Source: an optimization exercise on an open RTL-to-GDS flow (aim: small area, a short achievable clock period and few clock cycles). Production flows keep margins and buffers that such runs may drop. At most, simulation tests tie the RTL to the original design; equivalence was not proved. No activity file was given, so power comes from the tool's default toggle rates.

ember:
==> flow/design.v (excerpt) <==
module soul_va (
    input  wire         clk,
    input  wire         rst,         
    input  wire         cmd_valid,
    output wire         cmd_ready,
    input  wire [127:0] cmd,
    output reg          rsp_valid,
    output wire [127:0] rsp
);
Size in the first run: about 2100 cells after synthesis, ~630 flip-flops, about 260 I/O pins, roughly 28000 sq um of cells after synthesis.
export LEC_CHECK = 0
export ABC_CLOCK_PERIOD_IN_PS = 1800
export CAP_MARGIN = 20
export CORE_MARGIN = 2
export CORE_UTILIZATION = 40
export SETUP_SLACK_MARGIN = 4.2
export SLEW_MARGIN = 20
create_clock -name core_clock -period 6.0 [get_ports {clk}]
run.sh (not shown) runs the stock make flow with config.mk's settings and CLKGATE_MAP_FILE= SYNTH_SCRIPT=/design/flow/synth_recipe.tcl, a recipe that flattens the netlist after the stock synthesis.
Testbench counts of ember, summed over its fixed seeds: cycles 31,612.
Relative to ember, the following input files were edited for raven:
- ABC_CLOCK_PERIOD_IN_PS changed from 1800 to 2500
- SETUP_SLACK_MARGIN changed from 4.2 to 3.5
[summary]
- raven vs ember: clock buffer and inverter area fraction after layout up in raven
- Compared with ember, raven shows a lower sum of routed wire segments on met1.
- Compared with ember, raven ends up with less cell area.
- Share of power burned in combinational logic ends up lower on raven.
- Taking ember as the reference, in raven combined area of the multi-input logic cells shrank by 1800 sq um, total power shrank by 0.53%, share of the clock period used by the worst path shrank by 4.1 points, pre-CTS setup slack shrank by 0.099 ns.
#### Input delta (sierra over raven)
- ABC_CLOCK_PERIOD_IN_PS removed (was 2500)
- SETUP_SLACK_MARGIN removed (was 3.5)
Findings:
Looking only at path depth of the worst reg2reg path, and setting everything else aside, the lower value of raven and sierra goes to raven.
Clock network fraction of total power across raven and sierra: no real change.
raven → sierra: instance count on the critical path increased 2; final design utilization -6.8 points; global-route wire length before repair decreased about 10%.
sierra: post-route worst setup slack 1.32 ns below raven
Taking raven as the reference, in sierra sequential power higher, worst hold slack saw a decrease.
As far as number of standard-cell rows in the floorplan goes, raven and sierra are indistinguishable; the numbers are identical.
Note that the timing-limited maximum frequency recorded for sierra amounts to 0.70 times the value seen in raven.

---

soul_va, a different RTL version from the one above (not shown whole).
Size in the first run: roughly 2100 cells after synthesis, ~620 flip-flops, roughly 260 I/O pins.
Design soul_va, start of the top module:
module soul_va (
    input  wire         clk,
    input  wire         rst,         
    input  wire         cmd_valid,
    output wire         cmd_ready,
    input  wire [127:0] cmd,
    output reg          rsp_valid,
    output wire [127:0] rsp
);
    localparam NV = 8;
    reg [15:0]   slot_ch   [0:NV-1];
    reg [31:0]   slot_note [0:NV-1];
    reg [NV-1:0] fresh_q;
    reg [NV-1:0] active_q;
    reg [NV*NV-1:0] older_q;     
    reg          in_v_q;
    reg  [2:0]   in_op_q;        
    reg  [15:0]  in_ch_q;
    reg  [31:0]  in_a_q;
    reg  [31:0]  in_b_q;
    reg  [NV-1:0] hits_q;        
    reg          stolen_q;       
    reg          ready_q;
    reg  [2:0]   rsp_kind_q;
    reg  [2:0]   rsp_port_q;
    reg  [15:0]  rsp_ch_q;
    reg  [31:0]  rsp_a_q;
    reg  [31:0]  rsp_b_q;
    reg  [NV-1:0] pend_q;
    assign cmd_ready = ready_q;
  ...
==> flow/config.mk <==
export PLATFORM = sky130hd
export DESIGN_NAME = soul_va
export DESIGN_NICKNAME = soul_va
export VERILOG_FILES = /design/flow/design.v
export SDC_FILE = /design/flow/constraint.sdc
export NUM_CORES = 4
export LEC_CHECK = 0
export ABC_CLOCK_PERIOD_IN_PS = 2500
export CAP_MARGIN = 20
export CORE_MARGIN = 2
export CORE_UTILIZATION = 55
export CTS_BUF_LIST = sky130_fd_sc_hd__clkbuf_8
export CTS_CLUSTER_SIZE = 30
export SETUP_SLACK_MARGIN = 3.8
export SLEW_MARGIN = 20
export TNS_END_PERCENT = 5
==> flow/constraint.sdc <==
create_clock -name core_clock -period 6.0 [get_ports {clk}]
set_input_delay 1.2000 -clock core_clock [delete_from_list [all_inputs] [get_ports {clk}]]
set_output_delay 1.2000 -clock core_clock [all_outputs]
set_load 0.01 [all_outputs]
==> next run, changes <==
CORE_UTILIZATION = 40   (was 55)
CTS_BUF_LIST = not set   (was sky130_fd_sc_hd__clkbuf_8)
CTS_CLUSTER_SIZE = not set   (was 30)
SETUP_SLACK_MARGIN = 3.5   (was 3.8)
TNS_END_PERCENT = not set   (was 5)
=> Area after synthesis is unchanged. First-iteration DRC count went down by 2.4%. Wire length went down by 2.5%. Sequential power stays flat. Via count went down by 2.1%. Hold slack barely changes. Power went up by 9.9%. Die area went up by 37%. Design area went up by 4.1%. Fmax went down by 7.8%. Clock skew went down by 26 ps.
No functional check of the RTL was part of any run of this note.

---

== build 60 ==
soul_va, a different RTL version from the one above (not shown whole).
Size: roughly 2300 cells after synthesis, ~260 I/O pins, about 0.030 mm2 of cells after synthesis.
==> flow/config.mk <==
export PLATFORM = sky130hd
export DESIGN_NAME = soul_va
export DESIGN_NICKNAME = soul_va
export VERILOG_FILES = /design/flow/design.v
export SDC_FILE = /design/flow/constraint.sdc
export NUM_CORES = 4
export LEC_CHECK = 0
export ABC_CLOCK_PERIOD_IN_PS = 1500
export CAP_MARGIN = 20
export CORE_MARGIN = 2
export CORE_UTILIZATION = 66
export CTS_BUF_LIST = sky130_fd_sc_hd__clkbuf_8 sky130_fd_sc_hd__clkbuf_16
export CTS_CLUSTER_DIAMETER = 80
export CTS_CLUSTER_SIZE = 16
export SETUP_SLACK_MARGIN = 3.5
export SLEW_MARGIN = 20
export TNS_END_PERCENT = 100
==> flow/constraint.sdc <==
create_clock -name core_clock -period 6.0 [get_ports {clk}]
set_input_delay 1.2000 -clock core_clock [delete_from_list [all_inputs] [get_ports {clk}]]
set_output_delay 1.2000 -clock core_clock [all_outputs]
set_load 0.01 [all_outputs]
standard.sh (not shown) runs the stock make flow with config.mk's settings and CLKGATE_MAP_FILE= SYNTH_SCRIPT=/design/flow/synth_recipe.tcl, a recipe that flattens the netlist after the stock synthesis.
==> flow/flow/run.sh <==
#!/bin/bash
# Layout flow: the standard ORFS flow (standard.sh, unchanged synthesis),
# with the port buffers made of plain buffers (sky130_fd_sc_hd__buf_4)
# instead of the delay cells buffer_ports picks by default. Every port still
# gets its own buffer. The full make output goes to flow_make.log here; each
# ORFS step also keeps its own log under orfs/logs/.
set -euo pipefail
bash standard.sh "BUFFER_PORTS_ARGS=-buffer_cell sky130_fd_sc_hd__buf_4" finish > flow_make.log 2>&1
Testbench counts of build 60, summed over its fixed seeds: cycles 31,612.
Modified inputs, build 37 compared to build 60
- SETUP_SLACK_MARGIN now 3.9, was 3.5
- ABC_CLOCK_PERIOD_IN_PS now 2500, was 1500
- CORE_UTILIZATION now 55, was 66
Results
Build 37 vs. build 60: share of the clock period used by the worst path after layout went down 2.5 points; via count of the first global-routing pass went up 1.6%; wire length after detailed routing went up 11%; post-layout utilization of the core went down 5.7 points; post-CTS repair timing setup buffer count went up 42.
Total number of multi-input combinational cells across build 37 and build 60: no real change.
Here is what was changed in the inputs of build 69 compared with build 37.
- CORE_UTILIZATION: 55 -> 70
- ABC_CLOCK_PERIOD_IN_PS: 2500 -> 1500
- SETUP_SLACK_MARGIN: 3.9 -> 3.7
## What came out
- Looking at final instance area, build 69 sits 7.8% below build 37.
- Build 69 — critical path depth 6 higher, build 37 as reference
- When build 69 is set beside build 37, its initial cell density of the core turns out to be 16 points larger.
- When build 69 is measured against build 37, its longest individual stage delay on the worst path turns out 0.13 ns higher.
- Build 69 ended up with a higher share of the clock period used by the worst path than build 37 did.
- Each of the runs, namely build 37 and build 69, reached the end of the flow and came out clean.
- Compared with build 37, build 69 is more frugal on power.
- Delta(critical path data required time, build 69 - build 37) > 0
- Compare build 37 and build 69 | total routed wire length on the met1 layer higher: build 37
- For build 69, the critical path start-end classification was primary input to flop, unlike build 37, where it was flop to output port.
- Share of power burned in combinational logic, build 37 and build 69: smaller value in build 69
#### Input delta (build 74 over build 69)
- swapping 3.7 for 3.6 in SETUP_SLACK_MARGIN
## What came out
Build 69 was routed with more vias than build 74.
Build 69 and build 74 ended up with nearly the same share of the final layout cell area in multi-input gates.
Power: build 74 draws more than build 69
Build 74 against build 69: ratio of final minimum period to clock period neither gained nor lost much, relative area change from synthesis to final layout saw a decrease.
The run showing the smaller combinational power is build 74.
The lower global-route usage came out of build 74.
### build 74 -> build 29
- changing CORE_UTILIZATION from 70 to 55
- changing ABC_CLOCK_PERIOD_IN_PS from 1500 to 2500
### Flow results
- Run comparison: build 29 uppermost metal layer occupied by signal nets met5; build 74 uppermost metal layer occupied by signal nets met4
- Core area is higher on build 29
- Minimum period implied by the final worst setup slack ended up 0.0063 ns higher on build 29 than on build 74.
- As far as post-route clock period utilization is concerned, build 74 and build 29 perform about the same.
- Endpoint of the worst setup timing path = pc_lo_q[5]: build 74; endpoint of the worst setup timing path = oldest_q[7]: build 29
- In terms of power attributed to sequential cells, build 29 and build 74 differ only marginally.
- Net load switching power in build 29 is about 1% above build 74.
- Relative to build 74, post-layout instance area increased by 2.0% in build 29.
- Re number of nets in the final layout: build 29 is 30 up on build 74.
- Build 29 did not stop at any stage, and its layout met the timing, design-rule and antenna checks.

separate check: timing with driven ports:
No port has a modelled driver above. Below, the same layouts with a new extraction and two added sets of constraints.
Step 1: set_driving_cell puts a clkbuf_16 on clk and a buf_2 on each other input, an assumption about the parent block.
Step 2 times the ports against the registers' clock, not the clock port: input delays grow and output delays shrink by t, the midpoint of the rising clock arrivals with the driver on.
Slacks: no drivers / after step 1 / after step 2; pairs: no drivers / after step 1.
run	shift t [ns]	setup slack, ns	worst register clock-pin slew, ns	worst slew at a driven data input, ns
ember	0.681	2.697 / 2.697 / 2.286	0.07 / 0.07	0.05
raven	0.687	2.944 / 2.944 / 2.338	0.07 / 0.07	0.06
sierra	0.655	1.626 / 1.626 / 1.626	0.07 / 0.07	0.05
the first run of note 2	0.767	3.328 / 3.300 / 2.533	0.07 / 0.07	0.14
the second run of note 2	0.671	3.102 / 3.139 / 2.468	0.07 / 0.07	0.16
build 60	0.667	3.479 / 3.513 / 2.846	0.08 / 0.08	0.10
build 37	0.682	3.630 / 3.568 / 3.117	0.08 / 0.08	0.15
build 69	0.678	3.558 / 3.560 / 2.916	0.08 / 0.08	0.08
build 74	0.661	3.566 / 3.566 / 2.958	0.08 / 0.08	0.08
build 29	0.665	3.560 / 3.560 / 2.970	0.08 / 0.08	0.09
After both steps setup and hold are still met in every run listed. The setup slack of the first run of note 2, which loses most, moves by -0.028 ns with the drivers and by -0.795 ns with both steps.
